This is an optimization exercise on Yosys and OpenROAD, whose aim is small area, a short achievable clock period and few clock cycles per item, not a production implementation.
No functional check of the RTL was part of this run.

`design.v`:
```
module fp_round (
    input  wire        sign,
    input  wire signed [12:0] exp,
    input  wire [63:0] mant,
    output reg  [31:0] y
);
    reg [6:0]  lz;
    reg [63:0] mn;
    reg signed [12:0] e;
    reg [12:0] sh;
    reg [127:0] wide;
    reg [63:0] ms;
    reg        lost, g, s;
    reg [24:0] q;
    reg [32:0] pk;
    integer k;
    always @* begin
        lz = 7'd0;
        for (k = 0; k < 64; k = k + 1)
            if (mant[k]) lz = 7'd63 - k[6:0];
        mn = mant << lz;
        e  = exp - {6'd0, lz};
        if (e < 1) begin
            sh = 13'd1 - e;
            if (sh > 13'd64) sh = 13'd64;
            e  = 13'sd1;
        end else begin
            sh = 13'd0;
        end
        wide = {mn, 64'd0} >> sh;
        ms   = wide[127:64];
        lost = |wide[63:0];
        g    = ms[39];
        s    = (|ms[38:0]) | lost;
        q    = {1'b0, ms[63:40]} + {24'd0, g & (s | ms[40])};
        pk = 33'd0;
        if (e >= 13'sd255) begin
            y = {sign, 8'hFF, 23'd0};
        end else begin
            pk = ({20'd0, e[12:0]} - 33'd1 << 23) + {8'd0, q};
            if (pk[30:23] == 8'hFF)
                y = {sign, 8'hFF, 23'd0};
            else
                y = {sign, pk[30:0]};
        end
    end
endmodule
module fp_add (
    input  wire [31:0] a,
    input  wire [31:0] b,
    output reg  [31:0] y
);
    wire a_nan = (a[30:23] == 8'hFF) && (a[22:0] != 0);
    wire b_nan = (b[30:23] == 8'hFF) && (b[22:0] != 0);
    wire a_inf = (a[30:23] == 8'hFF) && (a[22:0] == 0);
    wire b_inf = (b[30:23] == 8'hFF) && (b[22:0] == 0);
    wire        swap = b[30:0] > a[30:0];
    wire [31:0] x = swap ? b : a;
    wire [31:0] z = swap ? a : b;
    wire [23:0] mx = {x[30:23] != 0, x[22:0]};
    wire [23:0] mz = {z[30:23] != 0, z[22:0]};
    wire [7:0]  ex = (x[30:23] == 0) ? 8'd1 : x[30:23];
    wire [7:0]  ez = (z[30:23] == 0) ? 8'd1 : z[30:23];
    wire [7:0]  d  = ex - ez;
    wire [6:0]  sh = (d > 8'd51) ? 7'd51 : d[6:0];
    wire [100:0] wide = {mz, 26'd0, 51'd0} >> sh;
    wire [49:0]  zs   = {wide[100:52], wide[51] | (|wide[50:0])};
    wire [49:0]  xs   = {mx, 26'd0};
    wire         sub  = x[31] ^ z[31];
    wire [50:0]  sum  = sub ? ({1'b0, xs} - {1'b0, zs}) : ({1'b0, xs} + {1'b0, zs});
    wire [31:0] r;
    fp_round u_round (
        .sign(x[31]),
        .exp({5'd0, ex} + 13'sd1),
        .mant({sum, 13'd0}),
        .y(r)
    );
    always @* begin
        if (a_nan || b_nan || (a_inf && b_inf && (a[31] != b[31])))
            y = 32'h7FC00000;
        else if (a_inf)
            y = a;
        else if (b_inf)
            y = b;
        else if (sum == 0)
            y = {(a[31] & b[31]), 31'd0};
        else
            y = r;
    end
endmodule
module fp_mul (
    input  wire [31:0] a,
    input  wire [31:0] b,
    output reg  [31:0] y
);
    wire a_nan  = (a[30:23] == 8'hFF) && (a[22:0] != 0);
    wire b_nan  = (b[30:23] == 8'hFF) && (b[22:0] != 0);
    wire a_inf  = (a[30:23] == 8'hFF) && (a[22:0] == 0);
    wire b_inf  = (b[30:23] == 8'hFF) && (b[22:0] == 0);
    wire a_zero = (a[30:0] == 0);
    wire b_zero = (b[30:0] == 0);
    wire sign   = a[31] ^ b[31];
    wire [23:0] ma = {a[30:23] != 0, a[22:0]};
    wire [23:0] mb = {b[30:23] != 0, b[22:0]};
    wire [7:0]  ea = (a[30:23] == 0) ? 8'd1 : a[30:23];
    wire [7:0]  eb = (b[30:23] == 0) ? 8'd1 : b[30:23];
    wire [47:0] p  = ma * mb;
    wire [31:0] r;
    fp_round u_round (
        .sign(sign),
        .exp({5'd0, ea} + {5'd0, eb} - 13'sd126),
        .mant({p, 16'd0}),
        .y(r)
    );
    always @* begin
        if (a_nan || b_nan || (a_inf && b_zero) || (b_inf && a_zero))
            y = 32'h7FC00000;
        else if (a_inf || b_inf)
            y = {sign, 8'hFF, 23'd0};
        else if (a_zero || b_zero)
            y = {sign, 31'd0};
        else
            y = r;
    end
endmodule
module fp_div (
    input  wire        clk,
    input  wire        rst,
    input  wire        start,
    input  wire [31:0] a,
    input  wire [31:0] b,
    output reg         done,
    output wire [31:0] y
);
    reg  [31:0] ra, rb;
    reg  [24:0] rem;
    reg  [23:0] dv;
    reg  [26:0] q;
    reg  [4:0]  cnt;
    reg         busy;
    reg signed [12:0] qexp;
    wire a_nan  = (ra[30:23] == 8'hFF) && (ra[22:0] != 0);
    wire b_nan  = (rb[30:23] == 8'hFF) && (rb[22:0] != 0);
    wire a_inf  = (ra[30:23] == 8'hFF) && (ra[22:0] == 0);
    wire b_inf  = (rb[30:23] == 8'hFF) && (rb[22:0] == 0);
    wire a_zero = (ra[30:0] == 0);
    wire b_zero = (rb[30:0] == 0);
    wire sign   = ra[31] ^ rb[31];
    wire [23:0] ma = {a[30:23] != 0, a[22:0]};
    wire [23:0] mb = {b[30:23] != 0, b[22:0]};
    wire [7:0]  ea = (a[30:23] == 0) ? 8'd1 : a[30:23];
    wire [7:0]  eb = (b[30:23] == 0) ? 8'd1 : b[30:23];
    reg  [4:0]  lza, lzb;
    integer k;
    always @* begin
        lza = 5'd0;
        lzb = 5'd0;
        for (k = 0; k < 24; k = k + 1) begin
            if (ma[k]) lza = 5'd23 - k[4:0];
            if (mb[k]) lzb = 5'd23 - k[4:0];
        end
    end
    wire [24:0] rem_next = (rem >= {1'b0, dv}) ? (rem - {1'b0, dv}) : rem;
    wire        qbit     = (rem >= {1'b0, dv});
    always @(posedge clk) begin
        if (rst) begin
            busy <= 1'b0;
            done <= 1'b0;
        end else begin
            done <= 1'b0;
            if (start) begin
                ra   <= a;
                rb   <= b;
                rem  <= {1'b0, ma << lza};
                dv   <= mb << lzb;
                qexp <= $signed({5'd0, ea}) - $signed({8'd0, lza})
                      - $signed({5'd0, eb}) + $signed({8'd0, lzb}) + 13'sd127;
                q    <= 27'd0;
                cnt  <= 5'd0;
                busy <= 1'b1;
            end else if (busy) begin
                q   <= {q[25:0], qbit};
                rem <= {rem_next[23:0], 1'b0};
                cnt <= cnt + 5'd1;
                if (cnt == 5'd26) begin
                    busy <= 1'b0;
                    done <= 1'b1;
                end
            end
        end
    end
    wire [31:0] r;
    fp_round u_round (
        .sign(sign),
        .exp(qexp),
        .mant({q, rem != 0, 36'd0}),
        .y(r)
    );
    assign y = (a_nan || b_nan || (a_inf && b_inf) || (a_zero && b_zero)) ? 32'h7FC00000 :
               (a_inf || b_zero) ? {sign, 8'hFF, 23'd0} :
               (a_zero || b_inf) ? {sign, 31'd0} : r;
endmodule
module blep_rom (
    input  wire [6:0]  idx,
    output reg  [31:0] val
);
    always @* begin
        case (idx)
            7'd0: val = 32'hBF7FFFB7;
            7'd1: val = 32'hBF7FFDF4;
            7'd2: val = 32'hBF7FF7A0;
            7'd3: val = 32'hBF7FE654;
            7'd4: val = 32'hBF7FBE8E;
            7'd5: val = 32'hBF7F6D98;
            7'd6: val = 32'hBF7ED765;
            7'd7: val = 32'hBF7DD4B7;
            7'd8: val = 32'hBF7C31E4;
            7'd9: val = 32'hBF79AEBC;
            7'd10: val = 32'hBF75FFE9;
            7'd11: val = 32'hBF70D21C;
            7'd12: val = 32'hBF69CF27;
            7'd13: val = 32'hBF60A4F9;
            7'd14: val = 32'hBF550E0D;
            7'd15: val = 32'hBF46DAC1;
            7'd16: val = 32'hBF35FA9B;
            7'd17: val = 32'hBF22847A;
            7'd18: val = 32'hBF0CBC8E;
            7'd19: val = 32'hBEEA2E06;
            7'd20: val = 32'hBEB86D18;
            7'd21: val = 32'hBE85CC8F;
            7'd22: val = 32'hBE283C04;
            7'd23: val = 32'hBD95428A;
            7'd24: val = 32'h3C1654B4;
            7'd25: val = 32'h3DA0C0AE;
            7'd26: val = 32'h3E077FB0;
            7'd27: val = 32'h3E2CDDAB;
            7'd28: val = 32'h3E3FB187;
            7'd29: val = 32'h3E406A96;
            7'd30: val = 32'h3E30AFDE;
            7'd31: val = 32'h3E1342E2;
            7'd32: val = 32'h3DD78E95;
            7'd33: val = 32'h3D79D0D2;
            7'd34: val = 32'h3C7B6AF5;
            7'd35: val = 32'hBCE18A51;
            7'd36: val = 32'hBD831E4A;
            7'd37: val = 32'hBDBB130D;
            7'd38: val = 32'hBDDCB67F;
            7'd39: val = 32'hBDE6DF24;
            7'd40: val = 32'hBDDABE67;
            7'd41: val = 32'hBDBB9DE7;
            7'd42: val = 32'hBD8E68CD;
            7'd43: val = 32'hBD321F16;
            7'd44: val = 32'hBC8761CD;
            7'd45: val = 32'h3C0A7699;
            7'd46: val = 32'h3CEDAE9E;
            7'd47: val = 32'h3D31D8C5;
            7'd48: val = 32'h3D4FDD0C;
            7'd49: val = 32'h3D50A006;
            7'd50: val = 32'h3D3719A0;
            7'd51: val = 32'h3D08E077;
            7'd52: val = 32'h3C9A9897;
            7'd53: val = 32'h3B476E97;
            7'd54: val = 32'hBC470F31;
            7'd55: val = 32'hBCCD5040;
            7'd56: val = 32'hBD0D4661;
            7'd57: val = 32'hBD22E025;
            7'd58: val = 32'hBD2700BF;
            7'd59: val = 32'hBD1B4CD1;
            7'd60: val = 32'hBD0315A8;
            7'd61: val = 32'hBCC5870C;
            7'd62: val = 32'hBC7CB62D;
            7'd63: val = 32'hBBE7B0F7;
            7'd64: val = 32'h00000000;
            default: val = 32'h00000000;
        endcase
    end
endmodule
module rn_osc (
    input  wire        clk,
    input  wire        rst,
    input  wire        cmd_valid,
    input  wire [1:0]  cmd_op,
    input  wire [31:0] cmd_data,
    output wire        cmd_ready,
    output reg         out_valid,
    output reg  [31:0] out_sq,
    output reg  [31:0] out_saw
);
    localparam L = 8;                       
    localparam O = 8;                       
    localparam [2:0] J_LAST = L - 1;
    localparam [1:0] OP_SETF = 2'd0, OP_PROC = 2'd1, OP_RESET = 2'd2;
    localparam [31:0] F_ONE     = 32'h3F800000;
    localparam [31:0] F_M_ONE   = 32'hBF800000;
    localparam [31:0] F_HALF    = 32'h3F000000;
    localparam [31:0] F_M_HALF  = 32'hBF000000;
    localparam [31:0] F_TWO     = 32'h40000000;
    localparam [31:0] F_M_TWO   = 32'hC0000000;
    localparam [31:0] F_O       = 32'h41000000;    
    localparam [31:0] F_SCALE   = 32'h40A00000;    
    localparam [31:0] F_INC_MAX = 32'h3EB33333;    
    localparam [4:0] S_IDLE     = 5'd0,
                     S_MUL_INC  = 5'd1,
                     S_CLAMP    = 5'd2,
                     S_ADD_S    = 5'd3,
                     S_WRAP     = 5'd4,
                     S_SUB_HALF = 5'd5,
                     S_DIV      = 5'd6,
                     S_DIV_WAIT = 5'd7,
                     S_J_T      = 5'd8,
                     S_J_PF     = 5'd9,
                     S_J_IDX    = 5'd10,
                     S_J_DE     = 5'd11,
                     S_J_FR     = 5'd12,
                     S_J_PROD   = 5'd13,
                     S_J_E      = 5'd14,
                     S_J_VSQ    = 5'd15,
                     S_J_BSQ    = 5'd16,
                     S_J_VSAW   = 5'd17,
                     S_J_BSAW   = 5'd18,
                     S_NAIVE0   = 5'd19,
                     S_NAIVE1   = 5'd20,
                     S_OUT_SQ0  = 5'd21,
                     S_OUT_SQ1  = 5'd22,
                     S_OUT_SAW0 = 5'd23,
                     S_OUT_SAW1 = 5'd24;
    reg [4:0] state;
    reg [31:0] freq;
    reg [31:0] phase;
    reg [31:0] bsq  [0:L-1];
    reg [31:0] bsaw [0:L-1];
    reg [2:0]  rp;                          
    reg [31:0] dt_r, x_r, inc_r, s_r, p1_r, num_r, d_r;
    reg [31:0] t_r, pf_r, de_r, fr_r, pr_r, e_r, v_r;
    reg [31:0] n_r, nsaw_r, a_r, sq_r;
    reg [5:0]  i_r;
    reg [2:0]  j;
    reg        ev_wrap;                     
    assign cmd_ready = (state == S_IDLE);
    reg  [31:0] add_a, add_b, mul_a, mul_b;
    wire [31:0] add_y, mul_y, div_y;
    wire        div_done;
    fp_add u_add (.a(add_a), .b(add_b), .y(add_y));
    fp_mul u_mul (.a(mul_a), .b(mul_b), .y(mul_y));
    fp_div u_div (.clk(clk), .rst(rst), .start(state == S_DIV),
                  .a(num_r), .b(inc_r), .done(div_done), .y(div_y));
    wire [31:0] e_lo, e_hi;
    blep_rom u_rom_lo (.idx({1'b0, i_r}),         .val(e_lo));
    blep_rom u_rom_hi (.idx({1'b0, i_r} + 7'd1),  .val(e_hi));
    wire [31:0] j_f, i_f;
    itof6 u_itof_j (.i({3'd0, j}), .y(j_f));
    itof6 u_itof_i (.i(i_r),       .y(i_f));
    reg [23:0] pf_int;
    reg [5:0]  pf_idx;
    always @* begin
        if (pf_r[31] || pf_r[30:23] < 8'd127) begin
            pf_int = 24'd0;
        end else if (pf_r[30:23] > 8'd150) begin
            pf_int = 24'hFFFFFF;
        end else begin
            pf_int = {1'b1, pf_r[22:0]} >> (8'd150 - pf_r[30:23]);
        end
        pf_idx = (pf_int > L*O-1) ? L*O-1 : pf_int[5:0];
    end
    wire [2:0]  widx = rp + j;              
    wire        s_ge_one  = (s_r >= F_ONE);
    wire        p0_lt_half = (phase < F_HALF);
    wire        s_ge_half = (s_r >= F_HALF);
    wire        x_pos = !x_r[31] && (x_r[30:0] != 0) &&
                        !((x_r[30:23] == 8'hFF) && (x_r[22:0] != 0));
    wire [31:0] nsq = (p1_r < F_HALF) ? F_ONE : F_M_ONE;
    always @* begin
        add_a = 32'd0;
        add_b = 32'd0;
        mul_a = 32'd0;
        mul_b = 32'd0;
        case (state)
            S_MUL_INC:  begin mul_a = freq;  mul_b = dt_r;  end
            S_ADD_S:    begin add_a = phase; add_b = inc_r; end
            S_WRAP:     begin add_a = s_r;   add_b = F_M_ONE; end
            S_SUB_HALF: begin add_a = s_r;   add_b = F_M_HALF; end
            S_J_T:      begin add_a = j_f;   add_b = d_r;   end
            S_J_PF:     begin mul_a = t_r;   mul_b = F_O;   end
            S_J_DE:     begin add_a = e_hi;  add_b = {~e_lo[31], e_lo[30:0]}; end
            S_J_FR:     begin add_a = pf_r;  add_b = {~i_f[31], i_f[30:0]}; end
            S_J_PROD:   begin mul_a = fr_r;  mul_b = de_r;  end
            S_J_E:      begin add_a = e_lo;  add_b = pr_r;  end
            S_J_VSQ:    begin mul_a = ev_wrap ? F_TWO : F_M_TWO; mul_b = e_r; end
            S_J_BSQ:    begin add_a = bsq[widx];  add_b = v_r; end
            S_J_VSAW:   begin mul_a = F_M_TWO; mul_b = e_r; end
            S_J_BSAW:   begin add_a = bsaw[widx]; add_b = v_r; end
            S_NAIVE0:   begin mul_a = F_TWO; mul_b = p1_r; end
            S_NAIVE1:   begin add_a = n_r;   add_b = F_M_ONE; end
            S_OUT_SQ0:  begin add_a = nsq;   add_b = bsq[rp]; end
            S_OUT_SQ1:  begin mul_a = F_SCALE; mul_b = a_r; end
            S_OUT_SAW0: begin add_a = nsaw_r; add_b = bsaw[rp]; end
            S_OUT_SAW1: begin mul_a = F_SCALE; mul_b = a_r; end
            default: ;
        endcase
    end
    integer k;
    always @(posedge clk) begin
        if (rst) begin
            state     <= S_IDLE;
            freq      <= 32'd0;
            phase     <= 32'd0;
            rp        <= 3'd0;
            out_valid <= 1'b0;
            for (k = 0; k < L; k = k + 1) begin
                bsq[k]  <= 32'd0;
                bsaw[k] <= 32'd0;
            end
        end else begin
            out_valid <= 1'b0;
            case (state)
                S_IDLE: begin
                    if (cmd_valid) begin
                        case (cmd_op)
                            OP_SETF: begin
                                if (!cmd_data[31] && (cmd_data[30:0] != 0) &&
                                    !((cmd_data[30:23] == 8'hFF) && (cmd_data[22:0] != 0)))
                                    freq <= cmd_data;
                                else
                                    freq <= 32'd0;
                            end
                            OP_PROC: begin
                                dt_r  <= cmd_data;
                                state <= S_MUL_INC;
                            end
                            OP_RESET: begin
                                phase <= 32'd0;
                                rp    <= 3'd0;
                                for (k = 0; k < L; k = k + 1) begin
                                    bsq[k]  <= 32'd0;
                                    bsaw[k] <= 32'd0;
                                end
                            end
                            default: ;
                        endcase
                    end
                end
                S_MUL_INC: begin
                    x_r   <= mul_y;
                    state <= S_CLAMP;
                end
                S_CLAMP: begin
                    if (!x_pos)
                        inc_r <= 32'd0;
                    else if (x_r < F_INC_MAX)
                        inc_r <= x_r;
                    else
                        inc_r <= F_INC_MAX;
                    state <= S_ADD_S;
                end
                S_ADD_S: begin
                    s_r   <= add_y;
                    state <= S_WRAP;
                end
                S_WRAP: begin
                    if (s_ge_one) begin
                        p1_r    <= add_y;
                        phase   <= add_y;
                        num_r   <= add_y;
                        ev_wrap <= 1'b1;
                        state   <= S_DIV;
                    end else begin
                        p1_r    <= s_r;
                        phase   <= s_r;
                        ev_wrap <= 1'b0;
                        if (p0_lt_half && s_ge_half)
                            state <= S_SUB_HALF;
                        else
                            state <= S_NAIVE0;
                    end
                end
                S_SUB_HALF: begin
                    num_r <= add_y;
                    state <= S_DIV;
                end
                S_DIV: begin
                    state <= S_DIV_WAIT;
                end
                S_DIV_WAIT: begin
                    if (div_done) begin
                        d_r   <= (div_y < F_ONE) ? div_y : F_ONE;
                        j     <= 3'd0;
                        state <= S_J_T;
                    end
                end
                S_J_T: begin
                    t_r   <= add_y;
                    state <= S_J_PF;
                end
                S_J_PF: begin
                    pf_r  <= mul_y;
                    state <= S_J_IDX;
                end
                S_J_IDX: begin
                    i_r   <= pf_idx;
                    state <= S_J_DE;
                end
                S_J_DE: begin
                    de_r  <= add_y;
                    state <= S_J_FR;
                end
                S_J_FR: begin
                    fr_r  <= add_y;
                    state <= S_J_PROD;
                end
                S_J_PROD: begin
                    pr_r  <= mul_y;
                    state <= S_J_E;
                end
                S_J_E: begin
                    e_r   <= add_y;
                    state <= S_J_VSQ;
                end
                S_J_VSQ: begin
                    v_r   <= mul_y;
                    state <= S_J_BSQ;
                end
                S_J_BSQ: begin
                    bsq[widx] <= add_y;
                    if (ev_wrap)
                        state <= S_J_VSAW;
                    else if (j == J_LAST)
                        state <= S_NAIVE0;
                    else begin
                        j     <= j + 3'd1;
                        state <= S_J_T;
                    end
                end
                S_J_VSAW: begin
                    v_r   <= mul_y;
                    state <= S_J_BSAW;
                end
                S_J_BSAW: begin
                    bsaw[widx] <= add_y;
                    if (j == J_LAST)
                        state <= S_NAIVE0;
                    else begin
                        j     <= j + 3'd1;
                        state <= S_J_T;
                    end
                end
                S_NAIVE0: begin
                    n_r   <= mul_y;
                    state <= S_NAIVE1;
                end
                S_NAIVE1: begin
                    nsaw_r <= add_y;
                    state  <= S_OUT_SQ0;
                end
                S_OUT_SQ0: begin
                    a_r   <= add_y;
                    state <= S_OUT_SQ1;
                end
                S_OUT_SQ1: begin
                    sq_r  <= mul_y;
                    state <= S_OUT_SAW0;
                end
                S_OUT_SAW0: begin
                    a_r   <= add_y;
                    state <= S_OUT_SAW1;
                end
                S_OUT_SAW1: begin
                    out_sq    <= sq_r;
                    out_saw   <= mul_y;
                    out_valid <= 1'b1;
                    bsq[rp]   <= 32'd0;
                    bsaw[rp]  <= 32'd0;
                    rp        <= rp + 3'd1;
                    state     <= S_IDLE;
                end
                default: state <= S_IDLE;
            endcase
        end
    end
endmodule
module itof6 (
    input  wire [5:0]  i,
    output reg  [31:0] y
);
    reg [2:0] msb;
    integer k;
    always @* begin
        msb = 3'd0;
        for (k = 0; k < 6; k = k + 1)
            if (i[k]) msb = k[2:0];
        if (i == 6'd0)
            y = 32'd0;
        else
            y = {1'b0, 8'd127 + {5'd0, msb}, ({17'd0, i} << (5'd23 - {2'd0, msb})) & 23'h7FFFFF};
    end
endmodule
```
`config.mk`:
```
export PLATFORM = sky130hd
export DESIGN_NAME = rn_osc
export DESIGN_NICKNAME = rn_osc
export VERILOG_FILES = /design/flow/design.v
export SDC_FILE = /design/flow/constraint.sdc
export NUM_CORES = 4
export LEC_CHECK = 0
export CAP_MARGIN = 20
export CORE_MARGIN = 2
export CORE_UTILIZATION = 40
export SLEW_MARGIN = 20
```
`constraint.sdc`:
```
create_clock -name core_clock -period 20.0 [get_ports {clk}]
set_input_delay 4.0000 -clock core_clock [delete_from_list [all_inputs] [get_ports {clk}]]
set_output_delay 4.0000 -clock core_clock [all_outputs]
set_load 0.01 [all_outputs]
```
`run.sh`:
```
#!/bin/bash
# synth_recipe.tcl (not shown) runs the flow's synth.tcl, then flattens the netlist and writes it again
# the make line also repeats each setting of config.mk as NAME=value (left out here)
make -C /OpenROAD-flow-scripts/flow DESIGN_CONFIG=/design/flow/config.mk WORK_HOME=/design/flow/orfs CLKGATE_MAP_FILE= SYNTH_SCRIPT=/design/flow/synth_recipe.tcl finish
```
==> results.sh <==
export IMPL_rows=206
export IMPL_finalWirelength_um=601000
export IMPL_ys_seq_area_share_pct=33.1
export IMPL_synth_edf_count=1320
export IMPL_arrival_ps=19900
export IMPL_seqCellArea_um2=41800
export IMPL_hp_class="register to register"
export IMPL_async_flop_share_pct=0
export IMPL_critical_path_top_delay_family="compound AO/OA/AOI/OAI gates"
export IMPL_port_buffers=102
export IMPL_start_kind="register"
export IMPL_vias=125104
export IMPL_gr_usage_met3_pct=9.65
export IMPL_die_h_um=565
export IMPL_numCtsBuffers=160
export IMPL_ys_warn_count=7
export IMPL_rsz0062_at_grt="no"
export IMPL_min_period_ps=19420
export IMPL_slew_headroom_pct=14.9
export IMPL_netlist_cell_type_count=145
export IMPL_first_iter_violations=17930
export IMPL_cp_slowest_cell="fa_4"
export IMPL_drc=0
export IMPL_nFillCells=30011
export IMPL_required_ps=20490
export IMPL_hold_viol=0
export IMPL_hpwl_um=460000
export IMPL_status="finished clean"
export IMPL_drtAntennaViolNets=0
export IMPL_syn_area_per_cell_um2=9.13
export IMPL_cp_num_buf_inv=25
export IMPL_busiest_layer="met2"
export IMPL_clock_latency_ps=910
export IMPL_cts_hold_buf=0
export IMPL_area_growth_syn_to_layout_pct=18.5
export IMPL_syn_cell_area_um2=126000
export IMPL_avgViaCountPerCell=6.51
export IMPL_clkTransAtPathRegs_ps=60
export IMPL_overflow=0
export IMPL_die_w_um=565
export IMPL_cts_sinks=1426
export IMPL_root_buffer="clkbuf_16"
export IMPL_path_class="register to register"
export IMPL_dr_pass1_iters=11
export IMPL_max_cap_viol_count=0
export IMPL_synth_top_flop_cell="edfxtp_1"
export IMPL_ys_seq_elements=1426
export IMPL_drive_above_1_share_pct=19.0
export IMPL_fmax_mhz=51.5
export IMPL_grt_pass1_wl_um=851000
export IMPL_io_pins=103
export IMPL_cts_htree_levels=4
export IMPL_multi_input_area_um2=78900
export IMPL_synthCells=13813
export IMPL_fin_nets=15841
export IMPL_post_dp_cell_area_um2=143000
export IMPL_worst_pin_slew_ps=1270
export IMPL_antenna_found_initial=34
export IMPL_fin_worst_skew_ps=132
export IMPL_crit_top_cell="buf_4"
export IMPL_grt_max_degree=79
export IMPL_grt_met1_usage_pct=46.3
export IMPL_finalMaxSlewViolations=0
export IMPL_grt_pass1_vias=117396
export IMPL_coreArea_um2=314000
export IMPL_cp_end_kind="register"
export IMPL_hold_worst_slack_ps=417
export IMPL_place_congestion=1.11
export IMPL_use_met2_pct=54.9
export IMPL_crit_path_max_fanout=17
export IMPL_grt_usage_pct=36.5
export IMPL_final_area_um2=149000
export IMPL_finalSetupViolations=0
export IMPL_clockBufferDepth=4
export IMPL_fin_crit_sh_pct=97.1
export IMPL_slowest_delay_ps=840
export IMPL_cts_tree="built"
export IMPL_wl_per_cell_um=31.3
export IMPL_initial_core_util_pct=40.1
export IMPL_reg_top3="bsaw: 256 flops, bsq: 256 flops"
export IMPL_die_area_um2=320000
-- metrics by stage --
step	instances	utilization [%]	worst slack [ps]	TNS (ps)
after CTS	19169	47.2	41.1	0
after global routing	19200	47.5	7.00	0
after floorplan	13816	-	26.2	0
after detailed placement	18887	45.6	-477	-167260
after global placement	18887	45.6	-524	-227330
final	19215	47.5	583	0
-- synthesized netlist by cell type (all sizes together) (159+ instances only) --
| cell type | count | share of area [%] |
|---|---|---|
| mux4 | 238 | 4.3 |
| o21ai | 612 | 2.4 |
| nand2 | 1658 | 5.1 |
| nor4 | 161 | 0.84 |
| buf | 307 | 1.4 |
| nor3 | 409 | 1.7 |
| clkbuf | 690 | 2.1 |
| xnor2 | 159 | 1.1 |
| a22oi | 257 | 1.5 |
| o211ai | 204 | 1.2 |
| a211oi | 209 | 1.2 |
| nand3 | 451 | 1.8 |
| fa | 496 | 7.9 |
| ha | 392 | 3.9 |
| a21oi | 726 | 2.9 |
| edfxtp | 1320 | 31 |
| nor2 | 1547 | 4.6 |
| and2 | 179 | 0.89 |
| inv | 652 | 1.9 |
| mux2i | 486 | 3.9 |
-- layout make-up --
cell class	count	share of cell area, %
multi-input combinational	10735	52.8
sequential	1426	28.0
timing repair buffer	1933	10.6
tap	4160	3.48
clock buffer	211	2.91
inverter	660	1.66
clock inverter	70	0.486
antenna	20	0.0335
-- worst paths after layout --
kind | to | start | slack, ps | cells after the start
worst min register to register | out_sq[4]$_DFFE_PP_ | sq_r[4]$_DFFE_PP_ | 420 | 0
worst max-delay path | t_r[22]$_DFFE_PP_ | j[0]$_SDFFCE_PP0P_ | 580 | 86
worst min-delay path | out_sq[4]$_DFFE_PP_ | sq_r[4]$_DFFE_PP_ | 420 | 0
worst max register to register | t_r[22]$_DFFE_PP_ | j[0]$_SDFFCE_PP0P_ | 580 | 86
-- cells by family (layout without fill, tap and decap cells) --
kind of cell | after synthesis | count (layout) | share of synthesized area, %
buffers and inverters | 1657 | 2874 | 5.46
XOR/XNOR | 285 | 285 | 2.05
multiplexers | 804 | 804 | 8.83
AO/OA/AOI/OAI | 3537 | 3537 | 19.4
flip-flops | 1426 | 1426 | 33.1
adder cells (fa/ha/maj) | 888 | 888 | 11.8
AND/OR/NAND/NOR | 5214 | 5216 | 19.3
other | 2 | 25 | 0.00596
-- placed cells by master (no fill, tap or decap), types with 66 or more instances in the layout --
| cell type | n |
|---|---|
| nand4_1 | 136 |
| buf_4 | 1737 |
| mux2_2 | 74 |
| o211ai_1 | 204 |
| nand3_1 | 419 |
| and3_1 | 95 |
| nor3_1 | 366 |
| nor2_1 | 1514 |
| xor2_1 | 120 |
| clkdlybuf4s50_1 | 101 |
| o31ai_1 | 76 |
| a21o_1 | 138 |
| a221oi_1 | 66 |
| clkbuf_16 | 164 |
| a21oi_1 | 711 |
| xnor2_1 | 156 |
| and2_1 | 171 |
| fa_1 | 494 |
| nor2b_1 | 95 |
| o22ai_1 | 126 |
| nand2_1 | 1615 |
| nor4_1 | 144 |
| edfxtp_1 | 1320 |
| dfxtp_1 | 102 |
| a222oi_1 | 81 |
| mux2i_1 | 480 |
| buf_12 | 82 |
| inv_1 | 619 |
| a211oi_1 | 204 |
| o21a_1 | 87 |
| mux4_2 | 238 |
| or3_1 | 81 |
| a31oi_1 | 148 |
| a22oi_1 | 252 |
| o21ai_0 | 539 |
| nand2b_1 | 105 |
| ha_1 | 389 |
-- what timing repair did --
action                     4_1_cts  5_1_grt
pin swaps                        2       33
setup endpoints to repair      720      960
resized for setup               13      147
setup buffers                    1       19
gates cloned                     0        4
-- worst reg2reg max path: cells and delay by family, from the launching register on --
| family | cells | cell delay, ps |
|---|---|---|
| DFF | 1 | 420 |
| muxes | 1 | 280 |
| buffers and inverters | 25 | 4100 |
| adders and majority gates | 7 | 2290 |
| AOI/OAI and AO/OA | 28 | 5970 |
| xor gates and xnor gates | 1 | 440 |
| and+or+nand+nor | 24 | 5500 |
-- metal layers --
metal	vias up	part of all wire (%)
met3	1881	12
met1	61137	37
li1	53717	-
met5	-	0.064
met4	36	7.9
met2	8333	43

[what the ideal ports hide]
Ports are ideal in the flow. The routed layout listed here was re-timed in OpenROAD. Step 1 (the two cells are an assumption about what drives the block):
set clk [get_ports {clk}]
set_driving_cell -lib_cell sky130_fd_sc_hd__clkbuf_16 $clk
set_driving_cell -lib_cell sky130_fd_sc_hd__buf_2 [delete_from_list [all_inputs] $clk]
Step 2 adds t to the input delays and takes it off the output delays; t is the mean of the earliest and latest rising clock arrival at the registers after step 1. Input paths then give back, and output paths get back, about the clock's delay inside the block. a / b / c = ideal ports / drivers / drivers and shift; a / b = the first two.
t (ns): 0.960
setup WS [ns]: 0.583 / 0.583 / 0.583
clock arrival spread, ns: 0.143 / 0.143
slew at the worst register clock pin (ns): 0.07 / 0.07
cell pins on the clock port's net: 1
After both steps setup and hold are still met in this run. The setup slack of this run moves by 0.000 ns with the drivers and by 0.000 ns with both steps.
